What follows belongs to an exercise in optimizing a design on an open flow for small area, a short achievable clock period and few clock cycles per item; a production flow would make more cautious choices.
Function was checked by simulation only, so behaviour that the tests miss may differ from the original.

==> design.v <==
module mul07_tree (input wire [23:0] ms, input wire sh, output wire [48:0] w);
    wire nsh = ~sh;
    wire t1 = ms[17] ^ ms[16];
    wire t2 = ms[17] & ms[16];
    wire t3 = ms[18] ^ ms[17] ^ ms[14];
    wire t4 = (ms[18] & ms[17]) | (ms[18] & ms[14]) | (ms[17] & ms[14]);
    wire t5 = ms[19] ^ ms[18] ^ ms[15];
    wire t6 = (ms[19] & ms[18]) | (ms[19] & ms[15]) | (ms[18] & ms[15]);
    wire t7 = ms[20] ^ ms[19] ^ ms[16];
    wire t8 = (ms[20] & ms[19]) | (ms[20] & ms[16]) | (ms[19] & ms[16]);
    wire t9 = ms[15] ^ ms[12];
    wire t10 = ms[15] & ms[12];
    wire t11 = ms[21] ^ ms[20] ^ ms[17];
    wire t12 = (ms[21] & ms[20]) | (ms[21] & ms[17]) | (ms[20] & ms[17]);
    wire t13 = ms[16] ^ ms[13] ^ ms[12];
    wire t14 = (ms[16] & ms[13]) | (ms[16] & ms[12]) | (ms[13] & ms[12]);
    wire t15 = ms[9] ^ ms[8];
    wire t16 = ms[9] & ms[8];
    wire t17 = ms[22] ^ ms[21] ^ ms[18];
    wire t18 = (ms[22] & ms[21]) | (ms[22] & ms[18]) | (ms[21] & ms[18]);
    wire t19 = ms[17] ^ ms[14] ^ ms[13];
    wire t20 = (ms[17] & ms[14]) | (ms[17] & ms[13]) | (ms[14] & ms[13]);
    wire t21 = ms[10] ^ ms[9] ^ ms[6];
    wire t22 = (ms[10] & ms[9]) | (ms[10] & ms[6]) | (ms[9] & ms[6]);
    wire t23 = ms[5] ^ ms[2];
    wire t24 = ms[5] & ms[2];
    wire t25 = ms[23] ^ ms[22] ^ ms[19];
    wire t26 = (ms[23] & ms[22]) | (ms[23] & ms[19]) | (ms[22] & ms[19]);
    wire t27 = ms[18] ^ ms[15] ^ ms[14];
    wire t28 = (ms[18] & ms[15]) | (ms[18] & ms[14]) | (ms[15] & ms[14]);
    wire t29 = ms[11] ^ ms[10] ^ ms[7];
    wire t30 = (ms[11] & ms[10]) | (ms[11] & ms[7]) | (ms[10] & ms[7]);
    wire t31 = ms[6] ^ ms[3] ^ ms[2];
    wire t32 = (ms[6] & ms[3]) | (ms[6] & ms[2]) | (ms[3] & ms[2]);
    wire t33 = ms[23] ^ ms[20] ^ ms[19];
    wire t34 = (ms[23] & ms[20]) | (ms[23] & ms[19]) | (ms[20] & ms[19]);
    wire t35 = ms[16] ^ ms[15] ^ ms[12];
    wire t36 = (ms[16] & ms[15]) | (ms[16] & ms[12]) | (ms[15] & ms[12]);
    wire t37 = ms[11] ^ ms[8] ^ ms[7];
    wire t38 = (ms[11] & ms[8]) | (ms[11] & ms[7]) | (ms[8] & ms[7]);
    wire t39 = ms[4] ^ ms[3];
    wire t40 = ms[4] & ms[3];
    wire t41 = ms[21] ^ ms[20] ^ ms[17];
    wire t42 = (ms[21] & ms[20]) | (ms[21] & ms[17]) | (ms[20] & ms[17]);
    wire t43 = ms[16] ^ ms[13] ^ ms[12];
    wire t44 = (ms[16] & ms[13]) | (ms[16] & ms[12]) | (ms[13] & ms[12]);
    wire t45 = ms[9] ^ ms[8] ^ ms[5];
    wire t46 = (ms[9] & ms[8]) | (ms[9] & ms[5]) | (ms[8] & ms[5]);
    wire t47 = ms[22] ^ ms[21] ^ ms[18];
    wire t48 = (ms[22] & ms[21]) | (ms[22] & ms[18]) | (ms[21] & ms[18]);
    wire t49 = ms[17] ^ ms[14] ^ ms[13];
    wire t50 = (ms[17] & ms[14]) | (ms[17] & ms[13]) | (ms[14] & ms[13]);
    wire t51 = ms[10] ^ ms[9];
    wire t52 = ms[10] & ms[9];
    wire t53 = ms[23] ^ ms[22] ^ ms[19];
    wire t54 = (ms[23] & ms[22]) | (ms[23] & ms[19]) | (ms[22] & ms[19]);
    wire t55 = ms[18] ^ ms[15] ^ ms[14];
    wire t56 = (ms[18] & ms[15]) | (ms[18] & ms[14]) | (ms[15] & ms[14]);
    wire t57 = ms[11] ^ ms[10];
    wire t58 = ms[11] & ms[10];
    wire t59 = ms[23] ^ ms[20] ^ ms[19];
    wire t60 = (ms[23] & ms[20]) | (ms[23] & ms[19]) | (ms[20] & ms[19]);
    wire t61 = ms[16] ^ ms[15] ^ ms[12];
    wire t62 = (ms[16] & ms[15]) | (ms[16] & ms[12]) | (ms[15] & ms[12]);
    wire t63 = ms[21] ^ ms[20] ^ ms[17];
    wire t64 = (ms[21] & ms[20]) | (ms[21] & ms[17]) | (ms[20] & ms[17]);
    wire t65 = ms[22] ^ ms[21];
    wire t66 = ms[22] & ms[21];
    wire t67 = ms[23] ^ ms[22];
    wire t68 = ms[23] & ms[22];
    wire t69 = ms[12] ^ ms[11];
    wire t70 = ms[12] & ms[11];
    wire t71 = ms[13] ^ ms[12] ^ ms[9];
    wire t72 = (ms[13] & ms[12]) | (ms[13] & ms[9]) | (ms[12] & ms[9]);
    wire t73 = ms[8] ^ ms[5];
    wire t74 = ms[8] & ms[5];
    wire t75 = ms[14] ^ ms[13] ^ ms[10];
    wire t76 = (ms[14] & ms[13]) | (ms[14] & ms[10]) | (ms[13] & ms[10]);
    wire t77 = ms[9] ^ ms[6] ^ ms[5];
    wire t78 = (ms[9] & ms[6]) | (ms[9] & ms[5]) | (ms[6] & ms[5]);
    wire t79 = ms[15] ^ ms[14] ^ ms[11];
    wire t80 = (ms[15] & ms[14]) | (ms[15] & ms[11]) | (ms[14] & ms[11]);
    wire t81 = ms[10] ^ ms[7] ^ ms[6];
    wire t82 = (ms[10] & ms[7]) | (ms[10] & ms[6]) | (ms[7] & ms[6]);
    wire t83 = ms[16] ^ ms[15] ^ ms[12];
    wire t84 = (ms[16] & ms[15]) | (ms[16] & ms[12]) | (ms[15] & ms[12]);
    wire t85 = ms[11] ^ ms[8] ^ ms[7];
    wire t86 = (ms[11] & ms[8]) | (ms[11] & ms[7]) | (ms[8] & ms[7]);
    wire t87 = ms[4] ^ ms[3];
    wire t88 = ms[4] & ms[3];
    wire t89 = ms[13] ^ ms[12] ^ ms[9];
    wire t90 = (ms[13] & ms[12]) | (ms[13] & ms[9]) | (ms[12] & ms[9]);
    wire t91 = ms[8] ^ ms[5] ^ ms[4];
    wire t92 = (ms[8] & ms[5]) | (ms[8] & ms[4]) | (ms[5] & ms[4]);
    wire t93 = ms[1] ^ ms[0] ^ t1;
    wire t94 = (ms[1] & ms[0]) | (ms[1] & t1) | (ms[0] & t1);
    wire t95 = ms[13] ^ ms[10] ^ ms[9];
    wire t96 = (ms[13] & ms[10]) | (ms[13] & ms[9]) | (ms[10] & ms[9]);
    wire t97 = ms[6] ^ ms[5] ^ ms[2];
    wire t98 = (ms[6] & ms[5]) | (ms[6] & ms[2]) | (ms[5] & ms[2]);
    wire t99 = ms[1] ^ t2 ^ t3;
    wire t100 = (ms[1] & t2) | (ms[1] & t3) | (t2 & t3);
    wire t101 = ms[14] ^ ms[11] ^ ms[10];
    wire t102 = (ms[14] & ms[11]) | (ms[14] & ms[10]) | (ms[11] & ms[10]);
    wire t103 = ms[7] ^ ms[6] ^ ms[3];
    wire t104 = (ms[7] & ms[6]) | (ms[7] & ms[3]) | (ms[6] & ms[3]);
    wire t105 = ms[2] ^ t4 ^ t5;
    wire t106 = (ms[2] & t4) | (ms[2] & t5) | (t4 & t5);
    wire t107 = ms[11] ^ ms[8] ^ ms[7];
    wire t108 = (ms[11] & ms[8]) | (ms[11] & ms[7]) | (ms[8] & ms[7]);
    wire t109 = ms[4] ^ ms[3] ^ ms[0];
    wire t110 = (ms[4] & ms[3]) | (ms[4] & ms[0]) | (ms[3] & ms[0]);
    wire t111 = t6 ^ t7 ^ t9;
    wire t112 = (t6 & t7) | (t6 & t9) | (t7 & t9);
    wire t113 = ms[5] ^ ms[4] ^ ms[1];
    wire t114 = (ms[5] & ms[4]) | (ms[5] & ms[1]) | (ms[4] & ms[1]);
    wire t115 = ms[0] ^ t8 ^ t10;
    wire t116 = (ms[0] & t8) | (ms[0] & t10) | (t8 & t10);
    wire t117 = t11 ^ t13 ^ t15;
    wire t118 = (t11 & t13) | (t11 & t15) | (t13 & t15);
    wire t119 = ms[1] ^ 1'b1 ^ t12;
    wire t120 = (ms[1] & 1'b1) | (ms[1] & t12) | (1'b1 & t12);
    wire t121 = t14 ^ t16 ^ t17;
    wire t122 = (t14 & t16) | (t14 & t17) | (t16 & t17);
    wire t123 = t19 ^ t21 ^ t23;
    wire t124 = (t19 & t21) | (t19 & t23) | (t21 & t23);
    wire t125 = ms[0] ^ t18 ^ t20;
    wire t126 = (ms[0] & t18) | (ms[0] & t20) | (t18 & t20);
    wire t127 = t22 ^ t24 ^ t25;
    wire t128 = (t22 & t24) | (t22 & t25) | (t24 & t25);
    wire t129 = t27 ^ t29 ^ t31;
    wire t130 = (t27 & t29) | (t27 & t31) | (t29 & t31);
    wire t131 = ms[1] ^ t26 ^ t28;
    wire t132 = (ms[1] & t26) | (ms[1] & t28) | (t26 & t28);
    wire t133 = t30 ^ t32 ^ t33;
    wire t134 = (t30 & t32) | (t30 & t33) | (t32 & t33);
    wire t135 = t35 ^ t37 ^ t39;
    wire t136 = (t35 & t37) | (t35 & t39) | (t37 & t39);
    wire t137 = ms[4] ^ ms[2] ^ t34;
    wire t138 = (ms[4] & ms[2]) | (ms[4] & t34) | (ms[2] & t34);
    wire t139 = t36 ^ t38 ^ t40;
    wire t140 = (t36 & t38) | (t36 & t40) | (t38 & t40);
    wire t141 = t41 ^ t43 ^ t45;
    wire t142 = (t41 & t43) | (t41 & t45) | (t43 & t45);
    wire t143 = ms[6] ^ ms[5] ^ ms[3];
    wire t144 = (ms[6] & ms[5]) | (ms[6] & ms[3]) | (ms[5] & ms[3]);
    wire t145 = t42 ^ t44 ^ t46;
    wire t146 = (t42 & t44) | (t42 & t46) | (t44 & t46);
    wire t147 = t47 ^ t49 ^ t51;
    wire t148 = (t47 & t49) | (t47 & t51) | (t49 & t51);
    wire t149 = ms[7] ^ ms[6] ^ ms[4];
    wire t150 = (ms[7] & ms[6]) | (ms[7] & ms[4]) | (ms[6] & ms[4]);
    wire t151 = t48 ^ t50 ^ t52;
    wire t152 = (t48 & t50) | (t48 & t52) | (t50 & t52);
    wire t153 = t53 ^ t55 ^ t57;
    wire t154 = (t53 & t55) | (t53 & t57) | (t55 & t57);
    wire t155 = ms[11] ^ ms[8] ^ ms[7];
    wire t156 = (ms[11] & ms[8]) | (ms[11] & ms[7]) | (ms[8] & ms[7]);
    wire t157 = ms[5] ^ t54 ^ t56;
    wire t158 = (ms[5] & t54) | (ms[5] & t56) | (t54 & t56);
    wire t159 = t58 ^ t59 ^ t61;
    wire t160 = (t58 & t59) | (t58 & t61) | (t59 & t61);
    wire t161 = ms[16] ^ ms[13] ^ ms[12];
    wire t162 = (ms[16] & ms[13]) | (ms[16] & ms[12]) | (ms[13] & ms[12]);
    wire t163 = ms[9] ^ ms[8] ^ ms[6];
    wire t164 = (ms[9] & ms[8]) | (ms[9] & ms[6]) | (ms[8] & ms[6]);
    wire t165 = t60 ^ t62 ^ t63;
    wire t166 = (t60 & t62) | (t60 & t63) | (t62 & t63);
    wire t167 = ms[18] ^ ms[17] ^ ms[14];
    wire t168 = (ms[18] & ms[17]) | (ms[18] & ms[14]) | (ms[17] & ms[14]);
    wire t169 = ms[13] ^ ms[10] ^ ms[9];
    wire t170 = (ms[13] & ms[10]) | (ms[13] & ms[9]) | (ms[10] & ms[9]);
    wire t171 = ms[7] ^ t64 ^ t65;
    wire t172 = (ms[7] & t64) | (ms[7] & t65) | (t64 & t65);
    wire t173 = ms[19] ^ ms[18] ^ ms[15];
    wire t174 = (ms[19] & ms[18]) | (ms[19] & ms[15]) | (ms[18] & ms[15]);
    wire t175 = ms[14] ^ ms[11] ^ ms[10];
    wire t176 = (ms[14] & ms[11]) | (ms[14] & ms[10]) | (ms[11] & ms[10]);
    wire t177 = ms[8] ^ t66 ^ t67;
    wire t178 = (ms[8] & t66) | (ms[8] & t67) | (t66 & t67);
    wire t179 = ms[23] ^ ms[20] ^ ms[19];
    wire t180 = (ms[23] & ms[20]) | (ms[23] & ms[19]) | (ms[20] & ms[19]);
    wire t181 = ms[16] ^ ms[15] ^ ms[12];
    wire t182 = (ms[16] & ms[15]) | (ms[16] & ms[12]) | (ms[15] & ms[12]);
    wire t183 = ms[11] ^ ms[9] ^ t68;
    wire t184 = (ms[11] & ms[9]) | (ms[11] & t68) | (ms[9] & t68);
    wire t185 = ms[21] ^ ms[20] ^ ms[17];
    wire t186 = (ms[21] & ms[20]) | (ms[21] & ms[17]) | (ms[20] & ms[17]);
    wire t187 = ms[16] ^ ms[13] ^ ms[12];
    wire t188 = (ms[16] & ms[13]) | (ms[16] & ms[12]) | (ms[13] & ms[12]);
    wire t189 = ms[22] ^ ms[21] ^ ms[18];
    wire t190 = (ms[22] & ms[21]) | (ms[22] & ms[18]) | (ms[21] & ms[18]);
    wire t191 = ms[17] ^ ms[14];
    wire t192 = ms[17] & ms[14];
    wire t193 = ms[23] ^ ms[22] ^ ms[19];
    wire t194 = (ms[23] & ms[22]) | (ms[23] & ms[19]) | (ms[22] & ms[19]);
    wire t195 = ms[18] ^ ms[15];
    wire t196 = ms[18] & ms[15];
    wire t197 = ms[23] ^ ms[20] ^ ms[19];
    wire t198 = (ms[23] & ms[20]) | (ms[23] & ms[19]) | (ms[20] & ms[19]);
    wire t199 = ms[8] ^ ms[7];
    wire t200 = ms[8] & ms[7];
    wire t201 = ms[9] ^ ms[8] ^ ms[5];
    wire t202 = (ms[9] & ms[8]) | (ms[9] & ms[5]) | (ms[8] & ms[5]);
    wire t203 = ms[4] ^ ms[1];
    wire t204 = ms[4] & ms[1];
    wire t205 = ms[10] ^ ms[9] ^ ms[6];
    wire t206 = (ms[10] & ms[9]) | (ms[10] & ms[6]) | (ms[9] & ms[6]);
    wire t207 = ms[5] ^ ms[2] ^ ms[1];
    wire t208 = (ms[5] & ms[2]) | (ms[5] & ms[1]) | (ms[2] & ms[1]);
    wire t209 = ms[11] ^ ms[10] ^ ms[7];
    wire t210 = (ms[11] & ms[10]) | (ms[11] & ms[7]) | (ms[10] & ms[7]);
    wire t211 = ms[6] ^ ms[3] ^ ms[2];
    wire t212 = (ms[6] & ms[3]) | (ms[6] & ms[2]) | (ms[3] & ms[2]);
    wire t213 = ms[8] ^ ms[7] ^ ms[4];
    wire t214 = (ms[8] & ms[7]) | (ms[8] & ms[4]) | (ms[7] & ms[4]);
    wire t215 = ms[3] ^ ms[0] ^ t69;
    wire t216 = (ms[3] & ms[0]) | (ms[3] & t69) | (ms[0] & t69);
    wire t217 = ms[4] ^ ms[1] ^ ms[0];
    wire t218 = (ms[4] & ms[1]) | (ms[4] & ms[0]) | (ms[1] & ms[0]);
    wire t219 = t70 ^ t71 ^ t73;
    wire t220 = (t70 & t71) | (t70 & t73) | (t71 & t73);
    wire t221 = ms[2] ^ ms[1] ^ t72;
    wire t222 = (ms[2] & ms[1]) | (ms[2] & t72) | (ms[1] & t72);
    wire t223 = t74 ^ t75 ^ t77;
    wire t224 = (t74 & t75) | (t74 & t77) | (t75 & t77);
    wire t225 = ms[3] ^ ms[2] ^ t76;
    wire t226 = (ms[3] & ms[2]) | (ms[3] & t76) | (ms[2] & t76);
    wire t227 = t78 ^ t79 ^ t81;
    wire t228 = (t78 & t79) | (t78 & t81) | (t79 & t81);
    wire t229 = ms[0] ^ t80 ^ t82;
    wire t230 = (ms[0] & t80) | (ms[0] & t82) | (t80 & t82);
    wire t231 = t83 ^ t85 ^ t87;
    wire t232 = (t83 & t85) | (t83 & t87) | (t85 & t87);
    wire t233 = t84 ^ t86 ^ t88;
    wire t234 = (t84 & t86) | (t84 & t88) | (t86 & t88);
    wire t235 = t89 ^ t91 ^ t93;
    wire t236 = (t89 & t91) | (t89 & t93) | (t91 & t93);
    wire t237 = t90 ^ t92 ^ t94;
    wire t238 = (t90 & t92) | (t90 & t94) | (t92 & t94);
    wire t239 = t95 ^ t97 ^ t99;
    wire t240 = (t95 & t97) | (t95 & t99) | (t97 & t99);
    wire t241 = t96 ^ t98 ^ t100;
    wire t242 = (t96 & t98) | (t96 & t100) | (t98 & t100);
    wire t243 = t101 ^ t103 ^ t105;
    wire t244 = (t101 & t103) | (t101 & t105) | (t103 & t105);
    wire t245 = t102 ^ t104 ^ t106;
    wire t246 = (t102 & t104) | (t102 & t106) | (t104 & t106);
    wire t247 = t107 ^ t109 ^ t111;
    wire t248 = (t107 & t109) | (t107 & t111) | (t109 & t111);
    wire t249 = t108 ^ t110 ^ t112;
    wire t250 = (t108 & t110) | (t108 & t112) | (t110 & t112);
    wire t251 = t113 ^ t115 ^ t117;
    wire t252 = (t113 & t115) | (t113 & t117) | (t115 & t117);
    wire t253 = t114 ^ t116 ^ t118;
    wire t254 = (t114 & t116) | (t114 & t118) | (t116 & t118);
    wire t255 = t119 ^ t121 ^ t123;
    wire t256 = (t119 & t121) | (t119 & t123) | (t121 & t123);
    wire t257 = t120 ^ t122 ^ t124;
    wire t258 = (t120 & t122) | (t120 & t124) | (t122 & t124);
    wire t259 = t125 ^ t127 ^ t129;
    wire t260 = (t125 & t127) | (t125 & t129) | (t127 & t129);
    wire t261 = t126 ^ t128 ^ t130;
    wire t262 = (t126 & t128) | (t126 & t130) | (t128 & t130);
    wire t263 = t131 ^ t133 ^ t135;
    wire t264 = (t131 & t133) | (t131 & t135) | (t133 & t135);
    wire t265 = t132 ^ t134 ^ t136;
    wire t266 = (t132 & t134) | (t132 & t136) | (t134 & t136);
    wire t267 = t137 ^ t139 ^ t141;
    wire t268 = (t137 & t139) | (t137 & t141) | (t139 & t141);
    wire t269 = t138 ^ t140 ^ t142;
    wire t270 = (t138 & t140) | (t138 & t142) | (t140 & t142);
    wire t271 = t143 ^ t145 ^ t147;
    wire t272 = (t143 & t145) | (t143 & t147) | (t145 & t147);
    wire t273 = t144 ^ t146 ^ t148;
    wire t274 = (t144 & t146) | (t144 & t148) | (t146 & t148);
    wire t275 = t149 ^ t151 ^ t153;
    wire t276 = (t149 & t151) | (t149 & t153) | (t151 & t153);
    wire t277 = t150 ^ t152 ^ t154;
    wire t278 = (t150 & t152) | (t150 & t154) | (t152 & t154);
    wire t279 = t155 ^ t157 ^ t159;
    wire t280 = (t155 & t157) | (t155 & t159) | (t157 & t159);
    wire t281 = t156 ^ t158 ^ t160;
    wire t282 = (t156 & t158) | (t156 & t160) | (t158 & t160);
    wire t283 = t161 ^ t163 ^ t165;
    wire t284 = (t161 & t163) | (t161 & t165) | (t163 & t165);
    wire t285 = t162 ^ t164 ^ t166;
    wire t286 = (t162 & t164) | (t162 & t166) | (t164 & t166);
    wire t287 = t167 ^ t169 ^ t171;
    wire t288 = (t167 & t169) | (t167 & t171) | (t169 & t171);
    wire t289 = t168 ^ t170 ^ t172;
    wire t290 = (t168 & t170) | (t168 & t172) | (t170 & t172);
    wire t291 = t173 ^ t175 ^ t177;
    wire t292 = (t173 & t175) | (t173 & t177) | (t175 & t177);
    wire t293 = t174 ^ t176 ^ t178;
    wire t294 = (t174 & t176) | (t174 & t178) | (t176 & t178);
    wire t295 = t179 ^ t181 ^ t183;
    wire t296 = (t179 & t181) | (t179 & t183) | (t181 & t183);
    wire t297 = ms[10] ^ t180 ^ t182;
    wire t298 = (ms[10] & t180) | (ms[10] & t182) | (t180 & t182);
    wire t299 = t184 ^ t185 ^ t187;
    wire t300 = (t184 & t185) | (t184 & t187) | (t185 & t187);
    wire t301 = ms[13] ^ ms[11] ^ t186;
    wire t302 = (ms[13] & ms[11]) | (ms[13] & t186) | (ms[11] & t186);
    wire t303 = t188 ^ t189 ^ t191;
    wire t304 = (t188 & t189) | (t188 & t191) | (t189 & t191);
    wire t305 = ms[14] ^ ms[12] ^ t190;
    wire t306 = (ms[14] & ms[12]) | (ms[14] & t190) | (ms[12] & t190);
    wire t307 = t192 ^ t193 ^ t195;
    wire t308 = (t192 & t193) | (t192 & t195) | (t193 & t195);
    wire t309 = ms[16] ^ ms[15] ^ ms[13];
    wire t310 = (ms[16] & ms[15]) | (ms[16] & ms[13]) | (ms[15] & ms[13]);
    wire t311 = t194 ^ t196 ^ t197;
    wire t312 = (t194 & t196) | (t194 & t197) | (t196 & t197);
    wire t313 = ms[21] ^ ms[20] ^ ms[17];
    wire t314 = (ms[21] & ms[20]) | (ms[21] & ms[17]) | (ms[20] & ms[17]);
    wire t315 = ms[16] ^ ms[14] ^ t198;
    wire t316 = (ms[16] & ms[14]) | (ms[16] & t198) | (ms[14] & t198);
    wire t317 = ms[22] ^ ms[21] ^ ms[18];
    wire t318 = (ms[22] & ms[21]) | (ms[22] & ms[18]) | (ms[21] & ms[18]);
    wire t319 = ms[17] ^ ms[15];
    wire t320 = ms[17] & ms[15];
    wire t321 = ms[23] ^ ms[22] ^ ms[19];
    wire t322 = (ms[23] & ms[22]) | (ms[23] & ms[19]) | (ms[22] & ms[19]);
    wire t323 = ms[18] ^ ms[16];
    wire t324 = ms[18] & ms[16];
    wire t325 = ms[23] ^ ms[20] ^ ms[19];
    wire t326 = (ms[23] & ms[20]) | (ms[23] & ms[19]) | (ms[20] & ms[19]);
    wire t327 = ms[5] ^ ms[4];
    wire t328 = ms[5] & ms[4];
    wire t329 = ms[6] ^ ms[5] ^ ms[2];
    wire t330 = (ms[6] & ms[5]) | (ms[6] & ms[2]) | (ms[5] & ms[2]);
    wire t331 = ms[7] ^ ms[6] ^ ms[3];
    wire t332 = (ms[7] & ms[6]) | (ms[7] & ms[3]) | (ms[6] & ms[3]);
    wire t333 = ms[4] ^ ms[3] ^ ms[0];
    wire t334 = (ms[4] & ms[3]) | (ms[4] & ms[0]) | (ms[3] & ms[0]);
    wire t335 = ms[0] ^ t200 ^ t201;
    wire t336 = (ms[0] & t200) | (ms[0] & t201) | (t200 & t201);
    wire t337 = t202 ^ t204 ^ t205;
    wire t338 = (t202 & t204) | (t202 & t205) | (t204 & t205);
    wire t339 = t206 ^ t208 ^ t209;
    wire t340 = (t206 & t208) | (t206 & t209) | (t208 & t209);
    wire t341 = t210 ^ t212 ^ t213;
    wire t342 = (t210 & t212) | (t210 & t213) | (t212 & t213);
    wire t343 = t214 ^ t216 ^ t217;
    wire t344 = (t214 & t216) | (t214 & t217) | (t216 & t217);
    wire t345 = t218 ^ t220 ^ t221;
    wire t346 = (t218 & t220) | (t218 & t221) | (t220 & t221);
    wire t347 = t222 ^ t224 ^ t225;
    wire t348 = (t222 & t224) | (t222 & t225) | (t224 & t225);
    wire t349 = t226 ^ t228 ^ t229;
    wire t350 = (t226 & t228) | (t226 & t229) | (t228 & t229);
    wire t351 = t230 ^ t232 ^ t233;
    wire t352 = (t230 & t232) | (t230 & t233) | (t232 & t233);
    wire t353 = t234 ^ t236 ^ t237;
    wire t354 = (t234 & t236) | (t234 & t237) | (t236 & t237);
    wire t355 = t238 ^ t240 ^ t241;
    wire t356 = (t238 & t240) | (t238 & t241) | (t240 & t241);
    wire t357 = t242 ^ t244 ^ t245;
    wire t358 = (t242 & t244) | (t242 & t245) | (t244 & t245);
    wire t359 = t246 ^ t248 ^ t249;
    wire t360 = (t246 & t248) | (t246 & t249) | (t248 & t249);
    wire t361 = t250 ^ t252 ^ t253;
    wire t362 = (t250 & t252) | (t250 & t253) | (t252 & t253);
    wire t363 = t254 ^ t256 ^ t257;
    wire t364 = (t254 & t256) | (t254 & t257) | (t256 & t257);
    wire t365 = t258 ^ t260 ^ t261;
    wire t366 = (t258 & t260) | (t258 & t261) | (t260 & t261);
    wire t367 = t262 ^ t264 ^ t265;
    wire t368 = (t262 & t264) | (t262 & t265) | (t264 & t265);
    wire t369 = t266 ^ t268 ^ t269;
    wire t370 = (t266 & t268) | (t266 & t269) | (t268 & t269);
    wire t371 = t270 ^ t272 ^ t273;
    wire t372 = (t270 & t272) | (t270 & t273) | (t272 & t273);
    wire t373 = t274 ^ t276 ^ t277;
    wire t374 = (t274 & t276) | (t274 & t277) | (t276 & t277);
    wire t375 = t278 ^ t280 ^ t281;
    wire t376 = (t278 & t280) | (t278 & t281) | (t280 & t281);
    wire t377 = t282 ^ t284 ^ t285;
    wire t378 = (t282 & t284) | (t282 & t285) | (t284 & t285);
    wire t379 = t286 ^ t288 ^ t289;
    wire t380 = (t286 & t288) | (t286 & t289) | (t288 & t289);
    wire t381 = t290 ^ t292 ^ t293;
    wire t382 = (t290 & t292) | (t290 & t293) | (t292 & t293);
    wire t383 = t294 ^ t296 ^ t297;
    wire t384 = (t294 & t296) | (t294 & t297) | (t296 & t297);
    wire t385 = t298 ^ t300 ^ t301;
    wire t386 = (t298 & t300) | (t298 & t301) | (t300 & t301);
    wire t387 = t302 ^ t304 ^ t305;
    wire t388 = (t302 & t304) | (t302 & t305) | (t304 & t305);
    wire t389 = t306 ^ t308 ^ t309;
    wire t390 = (t306 & t308) | (t306 & t309) | (t308 & t309);
    wire t391 = t310 ^ t312 ^ t313;
    wire t392 = (t310 & t312) | (t310 & t313) | (t312 & t313);
    wire t393 = t314 ^ t316 ^ t317;
    wire t394 = (t314 & t316) | (t314 & t317) | (t316 & t317);
    wire t395 = t318 ^ t320 ^ t321;
    wire t396 = (t318 & t320) | (t318 & t321) | (t320 & t321);
    wire t397 = ms[17] ^ t322 ^ t324;
    wire t398 = (ms[17] & t322) | (ms[17] & t324) | (t322 & t324);
    wire t399 = ms[21] ^ ms[20] ^ ms[18];
    wire t400 = (ms[21] & ms[20]) | (ms[21] & ms[18]) | (ms[20] & ms[18]);
    wire t401 = ms[22] ^ ms[21];
    wire t402 = ms[22] & ms[21];
    wire t403 = ms[23] ^ ms[22];
    wire t404 = ms[23] & ms[22];
    wire t405 = ms[4] ^ ms[3];
    wire t406 = ms[4] & ms[3];
    wire t407 = ms[1] ^ ms[0] ^ t327;
    wire t408 = (ms[1] & ms[0]) | (ms[1] & t327) | (ms[0] & t327);
    wire t409 = ms[1] ^ t328 ^ t329;
    wire t410 = (ms[1] & t328) | (ms[1] & t329) | (t328 & t329);
    wire t411 = ms[2] ^ t330 ^ t331;
    wire t412 = (ms[2] & t330) | (ms[2] & t331) | (t330 & t331);
    wire t413 = t199 ^ t332 ^ t333;
    wire t414 = (t199 & t332) | (t199 & t333) | (t332 & t333);
    wire t415 = t203 ^ t334 ^ t335;
    wire t416 = (t203 & t334) | (t203 & t335) | (t334 & t335);
    wire t417 = t207 ^ t336 ^ t337;
    wire t418 = (t207 & t336) | (t207 & t337) | (t336 & t337);
    wire t419 = t211 ^ t338 ^ t339;
    wire t420 = (t211 & t338) | (t211 & t339) | (t338 & t339);
    wire t421 = t215 ^ t340 ^ t341;
    wire t422 = (t215 & t340) | (t215 & t341) | (t340 & t341);
    wire t423 = t219 ^ t342 ^ t343;
    wire t424 = (t219 & t342) | (t219 & t343) | (t342 & t343);
    wire t425 = t223 ^ t344 ^ t345;
    wire t426 = (t223 & t344) | (t223 & t345) | (t344 & t345);
    wire t427 = t227 ^ t346 ^ t347;
    wire t428 = (t227 & t346) | (t227 & t347) | (t346 & t347);
    wire t429 = t231 ^ t348 ^ t349;
    wire t430 = (t231 & t348) | (t231 & t349) | (t348 & t349);
    wire t431 = t235 ^ t350 ^ t351;
    wire t432 = (t235 & t350) | (t235 & t351) | (t350 & t351);
    wire t433 = t239 ^ t352 ^ t353;
    wire t434 = (t239 & t352) | (t239 & t353) | (t352 & t353);
    wire t435 = t243 ^ t354 ^ t355;
    wire t436 = (t243 & t354) | (t243 & t355) | (t354 & t355);
    wire t437 = t247 ^ t356 ^ t357;
    wire t438 = (t247 & t356) | (t247 & t357) | (t356 & t357);
    wire t439 = t251 ^ t358 ^ t359;
    wire t440 = (t251 & t358) | (t251 & t359) | (t358 & t359);
    wire t441 = t255 ^ t360 ^ t361;
    wire t442 = (t255 & t360) | (t255 & t361) | (t360 & t361);
    wire t443 = t259 ^ t362 ^ t363;
    wire t444 = (t259 & t362) | (t259 & t363) | (t362 & t363);
    wire t445 = t263 ^ t364 ^ t365;
    wire t446 = (t263 & t364) | (t263 & t365) | (t364 & t365);
    wire t447 = t267 ^ t366 ^ t367;
    wire t448 = (t267 & t366) | (t267 & t367) | (t366 & t367);
    wire t449 = t271 ^ t368 ^ t369;
    wire t450 = (t271 & t368) | (t271 & t369) | (t368 & t369);
    wire t451 = t275 ^ t370 ^ t371;
    wire t452 = (t275 & t370) | (t275 & t371) | (t370 & t371);
    wire t453 = t279 ^ t372 ^ t373;
    wire t454 = (t279 & t372) | (t279 & t373) | (t372 & t373);
    wire t455 = t283 ^ t374 ^ t375;
    wire t456 = (t283 & t374) | (t283 & t375) | (t374 & t375);
    wire t457 = t287 ^ t376 ^ t377;
    wire t458 = (t287 & t376) | (t287 & t377) | (t376 & t377);
    wire t459 = t291 ^ t378 ^ t379;
    wire t460 = (t291 & t378) | (t291 & t379) | (t378 & t379);
    wire t461 = t295 ^ t380 ^ t381;
    wire t462 = (t295 & t380) | (t295 & t381) | (t380 & t381);
    wire t463 = t299 ^ t382 ^ t383;
    wire t464 = (t299 & t382) | (t299 & t383) | (t382 & t383);
    wire t465 = t303 ^ t384 ^ t385;
    wire t466 = (t303 & t384) | (t303 & t385) | (t384 & t385);
    wire t467 = t307 ^ t386 ^ t387;
    wire t468 = (t307 & t386) | (t307 & t387) | (t386 & t387);
    wire t469 = t311 ^ t388 ^ t389;
    wire t470 = (t311 & t388) | (t311 & t389) | (t388 & t389);
    wire t471 = t315 ^ t390 ^ t391;
    wire t472 = (t315 & t390) | (t315 & t391) | (t390 & t391);
    wire t473 = t319 ^ t392 ^ t393;
    wire t474 = (t319 & t392) | (t319 & t393) | (t392 & t393);
    wire t475 = t323 ^ t394 ^ t395;
    wire t476 = (t323 & t394) | (t323 & t395) | (t394 & t395);
    wire t477 = t325 ^ t396 ^ t397;
    wire t478 = (t325 & t396) | (t325 & t397) | (t396 & t397);
    wire t479 = t326 ^ t398 ^ t399;
    wire t480 = (t326 & t398) | (t326 & t399) | (t398 & t399);
    wire t481 = ms[19] ^ t400 ^ t401;
    wire t482 = (ms[19] & t400) | (ms[19] & t401) | (t400 & t401);
    wire t483 = ms[20] ^ t402 ^ t403;
    wire t484 = (ms[20] & t402) | (ms[20] & t403) | (t402 & t403);
    wire t485 = ms[23] ^ ms[21] ^ t404;
    wire t486 = (ms[23] & ms[21]) | (ms[23] & t404) | (ms[21] & t404);
    wire t487 = t440 ^ t441 ^ nsh;
    wire t488 = (t440 & t441) | (t440 & nsh) | (t441 & nsh);
    wire t489 = t442 ^ t443;
    wire t490 = t442 & t443;
    wire t491 = t444 ^ t445;
    wire t492 = t444 & t445;
    wire t493 = t446 ^ t447;
    wire t494 = t446 & t447;
    wire t495 = t448 ^ t449;
    wire t496 = t448 & t449;
    wire t497 = t450 ^ t451;
    wire t498 = t450 & t451;
    wire t499 = t452 ^ t453;
    wire t500 = t452 & t453;
    wire t501 = t454 ^ t455;
    wire t502 = t454 & t455;
    wire t503 = t456 ^ t457;
    wire t504 = t456 & t457;
    wire t505 = t458 ^ t459;
    wire t506 = t458 & t459;
    wire t507 = t460 ^ t461;
    wire t508 = t460 & t461;
    wire t509 = t462 ^ t463;
    wire t510 = t462 & t463;
    wire t511 = t464 ^ t465;
    wire t512 = t464 & t465;
    wire t513 = t466 ^ t467;
    wire t514 = t466 & t467;
    wire t515 = t468 ^ t469;
    wire t516 = t468 & t469;
    wire t517 = t470 ^ t471;
    wire t518 = t470 & t471;
    wire t519 = t472 ^ t473;
    wire t520 = t472 & t473;
    wire t521 = t474 ^ t475;
    wire t522 = t474 & t475;
    wire t523 = t476 ^ t477;
    wire t524 = t476 & t477;
    wire t525 = t478 ^ t479;
    wire t526 = t478 & t479;
    wire t527 = t480 ^ t481;
    wire t528 = t480 & t481;
    wire t529 = t482 ^ t483;
    wire t530 = t482 & t483;
    wire t531 = t484 ^ t485;
    wire t532 = t484 & t485;
    wire t533 = ms[22] ^ t486;
    wire t534 = ms[22] & t486;
    wire [48:0] ra = {1'b0, 1'b0, t534, t532, t530, t528, t526, t524, t522, t520, t518, t516, t514, t512, t510, t508, t506, t504, t502, t500, t498, t496, t494, t492, t490, t488, t487, t438, t436, t434, t432, t430, t428, t426, t424, t422, t420, t418, t416, t414, t412, t410, t408, t406, ms[0], ms[3], ms[2], ms[1], ms[0]};
    wire [48:0] rb = {1'b0, 1'b0, ms[23], t533, t531, t529, t527, t525, t523, t521, t519, t517, t515, t513, t511, t509, t507, t505, t503, t501, t499, t497, t495, t493, t491, t489, 1'b0, t439, t437, t435, t433, t431, t429, t427, t425, t423, t421, t419, t417, t415, t413, t411, t409, t407, t405, ms[2], ms[1], ms[0], 1'b0};
    assign w = ra + rb;
endmodule
module filt_step (
    input  wire [30:0] s,
    input  wire        hs,        
    input  wire [7:0]  te,
    input  wire [23:0] tm,
    output wire [30:0] y,
    output wire        hy         
);
    wire [7:0]  es  = s[30:23];
    wire [23:0] ms  = {hs, s[22:0]};
    wire        big = es > 8'd1;
    wire        p47 = ms >= 24'hB6DB6E;         
    wire        sh  = big & ~p47;               
    wire [48:0] w;
    mul07_tree u_tree (.ms(ms), .sh(sh), .w(w));
    wire [7:0]  esf = big ? es : 8'd1;
    wire [7:0]  eh  = esf - {7'd0, sh};
    wire        hge = eh >= te;
    wire [24:0] mh  = sh ? w[47:23] : w[48:24];    
    wire [7:0]  da  = eh - te;
    wire        fa  = da > 8'd27;
    wire [27:0] tx  = {1'b0, tm, 3'b000};
    wire [27:0] ts  = tx >> da[4:0];
    wire        tl  = fa ? (|tm) : (|(tx & ~(28'hFFFFFFF << da[4:0])));
    wire [27:0] tz  = fa ? {27'd0, tl} : {ts[27:1], ts[0] | tl};
    wire [7:0]  db  = te - esf + 8'd1;
    wire        fb  = db > 8'd28;
    wire [28:0] hx  = {w[48:24], w[23] & sh, 3'b000};
    wire [28:0] hsh = hx >> db[4:0];
    wire        hl  = fb ? (|hx) : (|(hx & ~(29'h1FFFFFFF << db[4:0])));
    wire [27:0] hz  = fb ? {27'd0, hl} : {hsh[27:1], hsh[0] | hl};
    wire [24:0] xa  = hge ? mh : {1'b0, tm};
    wire [27:0] zb  = hge ? tz : hz;
    wire [7:0]  ex  = hge ? eh : te;
    wire [2:0]  low = zb[2:0];
    wire [24:0] zh  = zb[27:3];
    wire [25:0] ya  = {1'b0, xa} + {1'b0, zh};
    wire [26:0] yc  = {1'b0, xa, 1'b1} + {1'b0, zh, 1'b1};
    wire [25:0] yb  = yc[26:1];                 
    wire        ovf = ya[24];
    wire        inc0 = low[2] & (low[1] | low[0] | ya[0]);
    wire        inc1 = ya[0] & ((|low) | ya[1]);
    wire [24:0] m0  = inc0 ? yb[24:0] : ya[24:0];
    wire [24:0] m1  = inc1 ? yb[25:1] : ya[25:1];
    wire [24:0] mn  = ovf ? m1 : m0;
    wire [24:0] px  = xa ^ zh;
    wire        ro0 = inc0 & (&px[23:0]) & ~px[24];
    wire        ro1 = inc1 & (&px[24:0]);
    wire [7:0]  exm = ex - 8'd1;
    wire [7:0]  ex1 = ex + 8'd1;
    wire [7:0]  ex2 = ex + 8'd2;
    wire        sub = (ex == 8'd1);
    wire [7:0]  ey0 = ro0 ? ex1 : ((sub & ~m0[23]) ? exm : ex);
    wire [7:0]  ey1 = ro1 ? ex2 : ex1;
    wire [7:0]  ey  = ovf ? ey1 : ey0;
    assign y  = {ey, mn[22:0]};
    assign hy = ~sub | ovf | m0[24] | m0[23];
endmodule
module mul03_pre (
    input  wire [30:0] x,
    output wire [25:0] mx2,
    output wire [7:0]  er
);
    wire [7:0]  ex  = x[30:23];
    wire [23:0] mx  = {ex != 8'd0, x[22:0]};
    wire        q47 = mx >= 24'hD55555;         
    wire        lo  = ex < 8'd2;
    wire        e2  = ex == 8'd2;
    assign mx2 = lo ? {2'b00, mx} : (e2 | q47) ? {1'b0, mx, 1'b0} : {mx, 2'b00};
    assign er  = (lo | e2) ? 8'd1 : (q47 ? ex - 8'd1 : ex - 8'd2);
endmodule
module mul03 (
    input  wire [25:0] mx2,
    input  wire [7:0]  er,
    output wire [7:0]  e,
    output wire [23:0] m
);
    wire [29:0] b9  = {4'd0, mx2} + {1'b0, mx2, 3'b000};
    wire [33:0] b153 = {4'd0, b9} + {b9, 4'd0};
    wire [49:0] q   = {16'd0, b153} + {8'd0, b153, 8'd0} + {b153, 16'd0} + {24'd0, mx2};
    wire [23:0] mt  = q[48:25];
    wire        g   = q[24];
    wire        st  = |mx2[22:0];                 
    wire        inc = g & (st | mt[0]);
    wire [24:0] mr  = {1'b0, mt} + {24'd0, inc};
    assign m = mr[24] ? 24'h800000 : mr[23:0];
    assign e = mr[24] ? er + 8'd1 : er;
endmodule
module amf_rx (
    input  wire        clk,
    input  wire        rst,
    input  wire        in_valid,
    output wire        in_ready,
    input  wire [31:0] sample,
    output reg         frm_valid,
    output wire [63:0] frm_payload,
    output reg         frm_crc_ok
);
    assign in_ready = 1'b1;
    reg        m_valid;
    reg [25:0] m_x2;             
    reg [7:0]  m_er;             
    wire [25:0] x2_next;
    wire [7:0]  er_next;
    mul03_pre u_pre (.x(sample[30:0]), .mx2(x2_next), .er(er_next));
    always @(posedge clk) begin
        m_valid <= in_valid & ~rst;
        m_x2    <= x2_next;
        m_er    <= er_next;
    end
    reg        t_valid;
    reg [7:0]  t_e;
    reg [23:0] t_m;
    wire [7:0]  te_next;
    wire [23:0] tm_next;
    mul03 u_new (.mx2(m_x2), .er(m_er), .e(te_next), .m(tm_next));
    always @(posedge clk) begin
        t_valid <= m_valid & ~rst;
        t_e     <= te_next;
        t_m     <= tm_next;
    end
    reg  [30:0] smoothed;
    reg         smoothed_h;      
    wire        smoothed_h_next;
    reg  [4:0]  decim_count;
    reg         fwd_valid;
    wire [30:0] smoothed_next;
    filt_step u_filt (.s(smoothed), .hs(smoothed_h), .te(t_e), .tm(t_m),
                      .y(smoothed_next), .hy(smoothed_h_next));
    always @(posedge clk) begin
        if (rst) begin
            smoothed    <= 31'd0;
            smoothed_h  <= 1'b0;
            decim_count <= 5'd0;
            fwd_valid   <= 1'b0;
        end else begin
            fwd_valid <= t_valid && decim_count == 5'd16;
            if (t_valid) begin
                smoothed    <= smoothed_next;
                smoothed_h  <= smoothed_h_next;
                decim_count <= (decim_count == 5'd16) ? 5'd0 : decim_count + 5'd1;
            end
        end
    end
    wire        chip_valid;
    wire        chip;
    peak_ser u_peak (.clk(clk), .rst(rst), .start(fwd_valid), .v(smoothed),
                     .chip(chip), .chip_valid(chip_valid));
    localparam [1:0] LOW_A = 2'd0, LOW_B = 2'd1, HIGH_A = 2'd2, HIGH_B = 2'd3;
    localparam [15:0] X48A = 16'h807B;    
    localparam [11:0] X48Q = 12'h913;     
    reg        last_chip;
    reg  [2:0] since_edge;
    reg  [1:0] phase;
    reg [47:0] frame;           
    reg  [3:0] ones;            
    reg [15:0] rem_a;           
    reg [11:0] rem_q;           
    wire [2:0] since_next = (chip != last_chip) ? 3'd1 : since_edge + 3'd1;
    wire       mid_bit    = (since_next == 3'd4);
    wire       emit       = chip_valid && mid_bit && phase[0];
    wire       d          = phase[1];
    wire       match      = ~frame[47] && (ones == 4'd15);
    reg [1:0] phase_next;
    always @* begin
        case (phase)
            LOW_A:   phase_next = chip ? HIGH_B : LOW_A;
            LOW_B:   phase_next = chip ? HIGH_A : LOW_A;
            HIGH_A:  phase_next = chip ? HIGH_A : LOW_B;
            default: phase_next = chip ? HIGH_A : LOW_A;
        endcase
    end
    wire [16:0] ra  = {rem_a, d};
    wire [15:0] ra1 = (ra[16] ? ra[15:0] ^ 16'h8005 : ra[15:0]) ^ (frame[47] ? X48A : 16'd0);
    wire [12:0] rq  = {rem_q, d};
    wire [11:0] rq1 = (rq[12] ? rq[11:0] ^ 12'h805 : rq[11:0]) ^ (frame[47] ? X48Q : 12'd0);
    wire [3:0]  brand = frame[46:43];
    wire        crc_next = (brand == 4'd2 || brand == 4'd10) ? (rq1 == 12'd0 && frame[2:0] == 3'd0 && ~d)
                                                           : (ra1 == 16'd0);
    always @(posedge clk) begin
        if (rst) begin
            last_chip  <= 1'b0;
            since_edge <= 3'd0;
            phase      <= LOW_A;
        end else if (chip_valid) begin
            last_chip  <= chip;
            since_edge <= since_next;
            if (mid_bit)
                phase <= phase_next;
        end
    end
    always @(posedge clk) begin
        if (rst || frm_valid) begin
            frame     <= 48'd0;
            ones      <= 4'd0;
            rem_a     <= 16'd0;
            rem_q     <= 12'd0;
            frm_valid <= 1'b0;
        end else if (emit) begin
            frame     <= {frame[46:0], d};
            ones      <= frame[47] ? ones + {3'd0, ones != 4'd15} : 4'd0;
            rem_a     <= ra1;
            rem_q     <= rq1;
            frm_valid <= match;
        end
    end
    always @(posedge clk)
        frm_crc_ok <= crc_next;
    assign frm_payload = {16'hFFFE, frame};
endmodule
module peak_ser (
    input  wire        clk,
    input  wire        rst,
    input  wire        start,
    input  wire [30:0] v,
    output reg         chip,
    output reg         chip_valid
);
    localparam [25:0] FLOOR = 26'hAAAAAB;       
    localparam [25:0] ONE   = 26'h2000000;
    reg  [25:0] ook_max;        
    reg  [25:0] cr;             
    reg         busy;
    reg  [3:0]  cnt;
    reg         vsmall, c_ge_f, c_gt_q, dhi, fl, thi;
    reg         bo;             
    reg         gt;             
    reg  [1:0]  zc;             
    reg         zz;             
    wire [7:0]  ve = v[30:23];
    wire [25:0] c  = (ve >= 8'd127) ? ONE :
                     (ve == 8'd126) ? {1'b0, 1'b1, v[22:0], 1'b0} :
                                      {2'b00, 1'b1, v[22:0]};
    wire        first = cnt == 4'd0;
    wire [25:0] delta = dhi ? 26'd3356 : 26'd3355;
    wire [1:0]  dk    = delta[{cnt, 1'b0} +: 2];
    wire [2:0]  dt    = {1'b0, ook_max[1:0]} - {1'b0, dk} - {2'b00, bo};
    wire [1:0]  dd    = dt[1:0];
    wire [1:0]  cc    = cr[1:0];
    wire        gt_n  = (cc > dd) | ((cc == dd) & gt);
    wire [1:0]  z4c   = first ? 2'b00 : cr[25:24];
    wire        dprev = ~first & ook_max[25];
    wire [1:0]  znd   = ~dd;
    wire [1:0]  zn2d  = {~dd[0], ~dprev};
    wire [1:0]  zk    = thi ? (first ? 2'b10 : 2'b11) : 2'b00;
    wire [3:0]  zs    = {2'b00, z4c} + {2'b00, znd} + {2'b00, zn2d} + {2'b00, zk} + {2'b00, zc};
    wire [3:0]  zt    = {2'b00, cr[25:24]} + 4'd3 + {2'b00, 1'b1, ~ook_max[25]} + {2'b00, thi, thi} + {2'b00, zc};
    wire        zsign = zt[2] ^ thi;           
    wire [2:0]  ztop  = {zsign, zt[1:0]};
    wire        zeq   = zz & (ztop == 3'd0);
    wire        zpos  = ~zsign & ~zeq;
    wire        gt_d  = zpos | (zeq & (thi ? cr[1] : cr[0]));
    wire        take  = ~vsmall & (fl ? c_ge_f : gt);
    wire        chp   = take | (~vsmall & (fl ? c_gt_q : gt_d));
    always @(posedge clk) begin
        if (rst) begin
            ook_max    <= FLOOR;
            busy       <= 1'b0;
            chip_valid <= 1'b0;
        end else begin
            chip_valid <= 1'b0;
            if (start) begin
                busy   <= 1'b1;
                cnt    <= 4'd0;
                cr     <= c;
                vsmall <= ve < 8'd125;
                c_ge_f <= c >= FLOOR;
                c_gt_q <= c > 26'h800000;      
                dhi    <= ook_max >= 26'd16780572;    
                fl     <= ook_max < 26'd11188166;     
                thi    <= ook_max >= 26'd22372978;    
                bo     <= 1'b0;
                gt     <= 1'b0;
                zc     <= 2'd0;
                zz     <= 1'b1;
            end else if (busy) begin
                if (cnt != 4'd13) begin
                    cnt     <= cnt + 4'd1;
                    cr      <= {cr[1:0], cr[25:2]};
                    ook_max <= {dd, ook_max[25:2]};
                    bo      <= dt[2];
                    gt      <= gt_n;
                    zc      <= zs[3:2];
                    zz      <= zz & (zs[1:0] == 2'd0);
                end else begin
                    busy       <= 1'b0;
                    chip       <= chp;
                    chip_valid <= 1'b1;
                    ook_max    <= take ? cr : (fl ? FLOOR : ook_max);
                end
            end
        end
    end
endmodule
==> flow/run.sh <==
#!/bin/bash
# The standard layout, with repair_timing asked for extra setup slack so
# that the gates on the filter loop are sized for speed.  The SDC (clock
# period, I/O delays) is the standard flow's own and is not touched.
set -euo pipefail
export SETUP_SLACK_MARGIN=26
bash standard.sh > standard.log 2>&1
==> standard.sh <==
#!/bin/bash
# synth_recipe.tcl (not shown) runs the flow's synth.tcl, then flattens the netlist and writes it again
# the make line also repeats each setting of config.mk as NAME=value (left out here)
make -C /OpenROAD-flow-scripts/flow DESIGN_CONFIG=/design/flow/config.mk WORK_HOME=/design/flow/orfs CLKGATE_MAP_FILE= SYNTH_SCRIPT=/design/flow/synth_recipe.tcl "${@:-finish}"
==> config.mk <==
export PLATFORM = sky130hd
export DESIGN_NAME = amf_rx
export DESIGN_NICKNAME = amf_rx
export VERILOG_FILES = /design/flow/design.v
export SDC_FILE = /design/flow/constraint.sdc
export NUM_CORES = 4
export LEC_CHECK = 0
export ABC_AREA = 0
export CAP_MARGIN = 20
export CORE_MARGIN = 2
export CORE_UTILIZATION = 40
export SLEW_MARGIN = 20
==> constraint.sdc <==
create_clock -name core_clock -period 35.0 [get_ports {clk}]
set_input_delay 7.0000 -clock core_clock [delete_from_list [all_inputs] [get_ports {clk}]]
set_output_delay 7.0000 -clock core_clock [all_outputs]
set_load 0.01 [all_outputs]
==> results of run 1 <==
## stage by stage
| stage | cell area, sq um | hold WS [ps] | std cells |
|---|---|---|---|
| global placement | 36600 | 417 | 5476 |
| CTS | 42000 | 440 | 5778 |
| global route | 44000 | 457 | 5894 |
| floorplan | 34900 | 409 | 4424 |
| finish | 44000 | 438 | 5894 |
| detailed placement | 36600 | 422 | 5476 |
## layer usage
| layer | vias up | GRT usage [%] | wire [um] | part of all wire [%] |
|---|---|---|---|---|
| met4 | 0 | 10.8 | 5700 | 4.7 |
| met2 | 1273 | 43.5 | 57900 | 48 |
| li1 | 16258 | - | - | - |
| met5 | - | 0 | 0 | 0 |
| met3 | 284 | 2.67 | 7140 | 5.9 |
| met1 | 16595 | 34.2 | 50500 | 42 |
## state kept, by name (all words and copies together), names as in the netlist, 2 cells and up
name	flops
u_peak.cr	26
decim_count	5
u_peak.cnt	4
rem_q	12
rem_a	16
phase	2
u_peak.ook_max	26
t_m	24
frame	48
since_edge	3
u_peak.zc	2
m_x2	26
t_e	8
m_er	8
ones	4
smoothed	31
## final timing paths
| check | endpoint | slack [ps] | cells after the start |
|---|---|---|---|
| worst max-delay path | smoothed[27] | 25580 | 38 |
| worst min-delay path | t_e[7] | 440 | 1 |
| worst max register to register | smoothed[27] | 25580 | 38 |
| worst min register to register | t_e[7] | 440 | 1 |
## final cells by class
class                      count  area, sq um
fill                        7928        41100
multi-input combinational   3522        30000
sequential                   264         5800
timing repair buffer         493         4320
inverter                     423         1610
tap                         1144         1430
clock buffer                  35          747
clock inverter                13          106
## timing repair
| item | CTS | global route |
|---|---|---|
| endpoints found under the setup margin | 95 | 90 |
| resized for setup | 562 | 262 |
| pin swaps | 230 | 221 |
| cloned | 6 | 0 |
| buffers inserted | 248 | 115 |
## layout by cell type, fill, tap and decap left out, types with 49 or more instances in the layout
master and count:
o21ai_1 67, ha_1 267, clkdlybuf4s50_1 76, inv_1 402
xor2_1 56, buf_4 349, nor3_1 70, a21oi_1 277
dfxtp_1 195, a21oi_2 59, fa_1 175, nor2_1 359
a21o_1 75, nand3_1 83, nand4_1 54, o21ai_0 135
xnor2_1 129, nand2_1 439, o21a_1 49, mux2i_1 68
## cells by family after synthesis
group / share of synthesized area [%]
flip-flops: 16.6
XOR/XNOR: 6.08
AND/OR/NAND/NOR: 19.1
buffers and inverters: 7.27
multiplexers: 4.27
AO/OA/AOI/OAI: 23.4
adder cells (fa/ha/maj): 23.3
other: 0.0218
==> flow_summary.toml, run 1 <==
[yosys]
synthCells = 4408
synth_flop_cell = "dfxtp_1"
synth_cell_type_count = 121
yosys.cell_count.top_type = "nand2_1"
synth_commonest_cells = "nand2_1 (467), inv_1 (421), nor2_1 (395)"
synth-seq-cells = 264
netlist_area_sq_um = 34400
async_reset_ff_share_pct = 0
yosys-top-cells-area = "dfxtp_1 (13%), ha_1 (12%), fa_1 (11%)"
yosysWarnings = 2
yosysTopAreaCell = "dfxtp_1"
ys_seq_area_share_pct = 16.6
syn_avg_cell_area_sq_um = 7.81
synth_top_area_share_pct = 12.9
synth_edf_count = 42

[place]
gp_congestion = 1.02
portBuffers = 83
pre_cts_ws_ps = 24110
hpwl_um = 86600

[timing]
finalSetupViolations = 0
setup_ws_ps = 25580
post-route-min-period_ps = 9420
finalCritPeriodShare_pct = 26.9
finalHoldViolCount = 0
slew_violations = 0
tns_ps = 0
rsz0062_at_grt = "true"
fmax_mhz = 106
clock_skew_ps = 16.9
maxSlewHeadroom_pct = 22.4
tightestPinTransition_ps = 1150

[worst_hold_path]
hold_path_class = "reg -> reg"
hp-start = "m_er[7]"

[detailed_routing]
routed_via_density = 5.84
ant_nets = 0
first_pass_iters = 5
drc = 0
routed_wl_um = 121000
wl_per_cell_um = 20.6
first_iter_violations = 3174
dr_total_vias = 34410

[setup_path]
required_ps = 35460
slowest_delay_ps = 620
cp-start-kind = "register"
crit_start = "smoothed[21]"
path_buf_inv = 6
cp_slowest_cell = "fa_2"
cp-end-kind = "register"
reg2reg_from = "smoothed[21]"
critPathKind = "reg -> reg"
crit_arrival_ps = 9880
path_max_fanout = 6
cp_top_family = "adder cells"

[finish]
areaGrowthSynthToFinish_pct = 28.0
final_layout_size_suffix_gt1_share_pct = 23.6
antennaDiodeCount = 0
post-route-util_pct = 51.7
nets = 5288

[outcome]
outcome = "complete, no violations"

[global_routing]
grt.total_usage_pct = 26.0
grt_max_degree = 91
grt_pass1_vias = 32715
grt_remaining_overflow = 0
grt_pass1_wl_um = 186000
antenna_found_initial = 0

[clocking]
cts_hold_buf = 0
clk_latency_ps = 570
clkSinkCount = 264
clk_path_buf_depth = 3
clk_pin_slew_worst_paths_ps = 70
ctsRootBufferMaster = "clkbuf_16"
cts_buffers = 28
htree_levels = 1
cts_tree = "built"

[die]
start_util_pct = 40.4
die_y_um = 297
ioPinCount = 102
row_count = 107
dieArea_sq_um = 88400
core_area_sq_um = 85100
die_w_um = 297

[flow_run]
drv_cap = 0
Testbench counts, summed over its fixed seeds: cycles 882,746, items 882,746.
==> inputs of run 2 (changes only) <==
--- a/config.mk
+++ b/config.mk
@@ -5,7 +5,7 @@
 export SDC_FILE = /design/flow/constraint.sdc
 export NUM_CORES = 4
 export LEC_CHECK = 0
-export ABC_AREA = 0
+export ABC_AREA = 1
 export CAP_MARGIN = 20
 export CORE_MARGIN = 2
 export CORE_UTILIZATION = 40
==> run 2 against run 1 <==
  * Still clean
  * Worst setup slack better by 580 ps
  * Hold slack worse by 3.8 ps
  * Core utilization decreased by 6.3 points
  * Routed wire length fell by 5.0%
  * Clock skew is 6.9 ps lower
  * Final area down 9.0%
  * Non-clock buffer count down 311
  * Sequential cell count stayed put
==> flow_summary.toml, run 2 <==
[timing]
maxSlewHeadroom_pct = 30.3
post-route-min-period_ps = 8840
slew_violations = 0
finalSetupViolations = 0
tns_ps = 0
tightestPinTransition_ps = 1050
fmax_mhz = 113
clock_skew_ps = 10.0
finalHoldViolCount = 0
finalCritPeriodShare_pct = 25.3
setup_ws_ps = 26160
rsz0062_at_grt = "true"

[detailed_routing]
routed_via_density = 5.28
first_iter_violations = 3032
wl_per_cell_um = 17.3
drc = 0
first_pass_iters = 7
ant_nets = 0
dr_total_vias = 35137
routed_wl_um = 115000

[finish]
filler_cell_count = 9192
top_regs = "frame (48), smoothed (31)"
final_common_cell = "nand2_1"
nets = 6019
final_cell_mix = "nand2_1 (1155), inv_1 (865), nor2_1 (488)"
largest_register_ffs = 48
antennaDiodeCount = 0
areaGrowthSynthToFinish_pct = 12.8
regMostFlops = "frame"
final_layout_size_suffix_gt1_share_pct = 8.88

[clocking]
clk_pin_slew_worst_paths_ps = 60
clkSinkCount = 264
clk_latency_ps = 590
ctsRootBufferMaster = "clkbuf_16"
cts_tree = "built"
clk_path_buf_depth = 3
htree_levels = 1
cts_buffers = 30

[setup_path]
path_buf_inv = 1
critPathKind = "reg -> out"
cp_slowest_cell = "clkdlybuf4s50_1"
cp-start-kind = "register"
path_max_fanout = 16
cp_top_family = "buffers and inverters"
cp_cell_sequence = "clkdlybuf4s50_1"
r2r_setup_slack_ps = 26300
crit_arrival_ps = 1840
slowest_delay_ps = 640
required_ps = 28000
cp-end-kind = "output port"

[yosys]
syn_avg_cell_area_sq_um = 6.59
synth_cell_type_count = 75
yosysWarnings = 2
netlist_area_sq_um = 35500
synth_flop_cell = "dfxtp_1"
async_reset_ff_share_pct = 0
synth_top_area_share_pct = 12.5
synth_commonest_cells = "nand2_1 (1180), inv_1 (876), nor2_1 (515)"
synth-seq-cells = 264
ys_seq_area_share_pct = 16.1
yosys.cell_count.top_type = "nand2_1"
synth_edf_count = 42
synthCells = 5392
yosys-top-cells-area = "dfxtp_1 (13%), nand2_1 (12%), ha_1 (11%)"
yosysTopAreaCell = "dfxtp_1"

[global_routing]
grt_max_degree = 89
grtUsageMet2_pct = 40.4
grt_use_met1_pct = 33.2
grt_pass1_vias = 32380
grt.total_usage_pct = 24.4
grt_pass1_wl_um = 178000
met3_usage_pct = 2.33
grt_remaining_overflow = 0
antenna_found_initial = 0
busiest_layer = "met2"

[place]
hpwl_um = 92600
gp_congestion = 0.992
pre_cts_ws_ps = 24650
portBuffers = 83

[die]
core_area_sq_um = 88200
dieArea_sq_um = 91200
die_w_um = 302
row_count = 109
ioPinCount = 102
die_y_um = 302
start_util_pct = 40.3

[flow_run]
drv_cap = 0

[outcome]
outcome = "complete, no violations"

[worst_hold_path]
hold_path_class = "reg -> reg"
[run 2: changes by cell type after synthesis, moves of 45 or more]
cell and change:
nand2b_1 -45, nand2_1 +713, nor2_1 +120, xor2_1 +84, xnor2_1 -95, a21o_1 -66, inv_1 +455, o21ai_0 +163
clkbuf_1 -48, nand3_1 +215, a211oi_1 -53, mux2i_1 -79
[run 2: logic make-up after synthesis]
kind of cell,after synthesis,share of synthesized area [%]
buffers and inverters,1087,12.0
and+or+nand+nor,2230,26.3
muxes,4,0.113
DFF,264,16.1
AOI/OAI and AO/OA,1053,17.1
adders and majority gates,521,22.5
xor gates and xnor gates,231,5.83
other,2,0.0211
[run 2: through the flow]
step                      hold WS (ps)  utilization, %  cell area, sq um  cells
after detailed placement           429            42.3             37300   6512
after global placement             437            42.3             37300   6512
after global routing               459            45.4             40100   6649
after CTS                          445            44.0             38900   6597
after floorplan                    388               -             35600   5408
final                              434            45.4             40100   6649
[run 2: area by class of cell]
class / instances / area, sq um / share of cell area, %
multi-input combinational: 4060 / 26600 / 66.4
clock inverter: 11 / 129 / 0.322
inverter: 916 / 3470 / 8.65
timing repair inverter: 9 / 65.1 / 0.162
clock buffer: 42 / 866 / 2.16
timing repair buffer: 182 / 1690 / 4.22
tap: 1165 / 1460 / 3.64
sequential: 264 / 5780 / 14.4
[run 2: routing by layer]
layer  wire length, um  vias up  share of wire [%]
met2             53200     1010                 46
met4              4370        0                3.8
met1             51700    16249                 45
li1                  -    17660                  -
met3              6020      218                5.2
met5                 0        -                  0
[run 2: worst paths after layout]
check | start | endpoint | depth (start not counted)
min | m_valid | t_valid | 2
max reg2reg | smoothed[22] | smoothed[28] | 49
min reg2reg | m_valid | t_valid | 2
max | frame[47] | frm_payload[47] | 1
[run 2: timing repair]
item	4_1_cts	5_1_grt
endpoints found under the setup margin	88	93
gates cloned	9	5
buffers inserted	23	47
hold buffers	0	0
resized for setup	93	201
pin swaps	12	52
==> inputs of run 3 (changes only) <==
==> flow/run.sh (replaced) <==
#!/bin/bash
# The standard layout, with repair_timing asked for extra setup slack so
# that the gates on the filter loop are sized for speed.  The SDC (clock
# period, I/O delays) is the standard flow's own and is not touched.
set -euo pipefail
export SETUP_SLACK_MARGIN=26.5
bash standard.sh > standard.log 2>&1
==> run 3 against run 2 <==
  * Die area is the same
  * Clock-buffer cell count decreased by 6
  * Hold slack worse by 62 ps
  * Clock skew is 21 ps higher
  * Core utilization grew 2.5 points
  * First-iteration DRC count down 4.8%
  * Routed wire length is 3.0% higher
  * Final area up 5.6%
  * Global-route usage increased by 0.34 points
  * Largest cell class unchanged
==> flow_summary.toml, run 3 <==
[clocking]
cts_hold_buf = 0
cts_tree = "built"
clk_pin_slew_worst_paths_ps = 60
clkSinkCount = 264
clk_latency_ps = 590
htree_levels = 1
cts_buffers = 30
clk_path_buf_depth = 3
ctsRootBufferMaster = "clkbuf_16"

[timing]
finalCritPeriodShare_pct = 24.2
tns_ps = 0
clock_skew_ps = 30.6
fmax_mhz = 118
maxSlewHeadroom_pct = 36.4
post-route-min-period_ps = 8460
tightestPinTransition_ps = 953
finalSetupViolations = 0
slew_violations = 0
finalHoldViolCount = 0
rsz0062_at_grt = "true"

[global_routing]
grt_remaining_overflow = 0
grt_pass1_wl_um = 181000
grt_max_degree = 89
grt.total_usage_pct = 24.7
grt_pass1_vias = 32929
antenna_found_initial = 1

[setup_path]
r2r-end = "smoothed[28]"
cp_slowest_cell = "clkdlybuf4s50_1"
reg2reg_from = "smoothed[22]"
critPathKind = "in -> reg"
rr_worst_depth = 51
crit_arrival_ps = 8910
slowest_delay_ps = 650
cp-start-kind = "input pin"
required_ps = 35450
r2r_setup_slack_ps = 26640
cp_cell_sequence = "clkdlybuf4s50_1 -> inv_1 -> o32ai_2 -> a21oi_1 -> nand2_2 -> nor2_2 -> inv_2 -> buf_12 -> a21oi_1 -> o21ai_1 -> o21ai_1"
crit_start = "sample[22]"
cp-end-kind = "register"
path_max_fanout = 24
endpoint = "m_x2[21]"

[finish]
largest_register_ffs = 48
nets = 6098
regMostFlops = "frame"
antennaDiodeCount = 0
areaGrowthSynthToFinish_pct = 19.1
final_layout_size_suffix_gt1_share_pct = 15.3
final_common_cell = "nand2_1"
final_cell_mix = "nand2_1 (1085), inv_1 (830), nor2_1 (461)"
top_regs = "frame (48), smoothed (31)"
filler_cell_count = 9027

[die]
start_util_pct = 40.3
die_y_um = 302
row_count = 109
ioPinCount = 102
die_w_um = 302
dieArea_sq_um = 91200
core_area_sq_um = 88200

[yosys]
yosys.cell_count.top_type = "nand2_1"
synth_cell_type_count = 75
yosysWarnings = 2
syn_avg_cell_area_sq_um = 6.59
synth_edf_count = 42
netlist_area_sq_um = 35500
synth-seq-cells = 264
yosysTopAreaCell = "dfxtp_1"
synth_top_area_share_pct = 12.5
yosys-top-cells-area = "dfxtp_1 (13%), nand2_1 (12%), ha_1 (11%)"
synth_commonest_cells = "nand2_1 (1180), inv_1 (876), nor2_1 (515)"
synthCells = 5392
synth_flop_cell = "dfxtp_1"
ys_seq_area_share_pct = 16.1
async_reset_ff_share_pct = 0

[detailed_routing]
top_layer = "met4"
first_pass_iters = 8
dr_total_vias = 35815
wl_met1_um = 52200
ant_nets = 0
routed_via_density = 5.32
wl_met2_um = 55300
routed_wl_um = 119000
met3_length_um = 6800
first_iter_violations = 2886
wl_per_cell_um = 17.6
drc = 0

[worst_hold_path]
hold_path_class = "reg -> reg"

[place]
portBuffers = 83
gp_congestion = 1.01
hpwl_um = 92400

[outcome]
outcome = "complete, no violations"

[flow_run]
drv_cap = 0
==> run 3: cell counts after synthesis <==
Identical to the previous run, type by type.
==> run 3: layer usage <==
layer	GRT usage, %	vias to the layer above
li1	-	17843
met1	33.7	16593
met2	41.2	1142
met3	2.07	237
met4	8.19	0
met5	0	-
==> run 3: what timing repair did <==
item                                    in CTS  in global routing
endpoints found under the setup margin     131                105
buffers inserted                            75                 77
gates resized for setup                    256                477
cloned                                       4                  3
pin swaps                                   57                152
==> run 3: stage by stage <==
stage | hold WS [ps] | utilization (%) | cells | worst slack [ps] | area [sq um]
after floorplan | 388 | - | 5408 | 26380 | 35700
after global placement | 386 | 42.4 | 6516 | 24600 | 37400
after detailed placement | 389 | 42.4 | 6516 | 24550 | 37400
after CTS | 378 | 45.0 | 6651 | 26490 | 39700
after global routing | 391 | 47.9 | 6731 | 26310 | 42300
final | 372 | 47.9 | 6731 | 26540 | 42300
==> run 3: area by class of cell <==
type                            count  area (sq um)  area share (%)
Clock inverter                     20           173           0.408
Sequential cell                   264          5800            13.7
Multi-Input combinational cell   4060         28200            66.7
Timing Repair inverter              2          12.5          0.0296
Tap cell                         1165          1460            3.45
Timing Repair Buffer              268          2340            5.54
Inverter                          916          3500            8.27
Clock buffer                       36           803            1.90
==> run 3: worst max-delay path, delay by kind of cell <==
kind            cells  cell delay (ps)
compound gates      5              620
simple gates        2              210
buf+inv             4             1060
==> run 3: how the worst min path moves through the flow <==
| stage | end | cells after the start | startpoint |
|---|---|---|---|
| after detailed placement | t_valid | 2 | m_valid |
| after global placement | t_valid | 2 | m_valid |
| after floorplan | t_valid | 2 | m_valid |
| final | t_valid | 2 | m_valid |
| after CTS | t_valid | 2 | m_valid |
| after global routing | t_valid | 2 | m_valid |
==> run 3: cells by family after synthesis <==
logic type      share of synthesized area, %
compound gates                          17.1
xor+xnor                                5.83
fa+ha+maj                               22.5
buf+inv                                 12.0
flops                                   16.1
mux                                    0.113
other cells                           0.0211
simple gates                            26.3

[re-timing with driven ports]
How much do the figures lean on ideal ports? The routed layouts below were timed once more, with nothing changed but the port constraints.
Step 1 assumes that a clkbuf_16 drives the clock port and a buf_2 every other input.
Step 2 adds t to the input delays and takes it off the output delays; t is the mean of the earliest and latest rising clock arrival at the registers after step 1. Input paths then give back, and output paths get back, about the clock's delay inside the block.
Slacks: ideal / step 1 / step 2; pairs: ideal / step 1.
run | t (ns) | setup WS [ns] | worst hold slack (ns) | worst register clock-pin slew, ns
run 1 | 0.620 | 25.576 / 25.576 / 25.076 | 0.438 / 0.438 / 0.438 | 0.07 / 0.07
run 2 | 0.651 | 26.156 / 26.090 / 25.658 | 0.434 / 0.434 / 0.434 | 0.06 / 0.06
run 3 | 0.633 | 26.539 / 26.563 / 25.930 | 0.372 / 0.372 / 0.372 | 0.08 / 0.08
After both steps setup and hold are still met in every run listed. The setup slack of run 3, which loses most, moves by +0.024 ns with the drivers and by -0.609 ns with both steps.
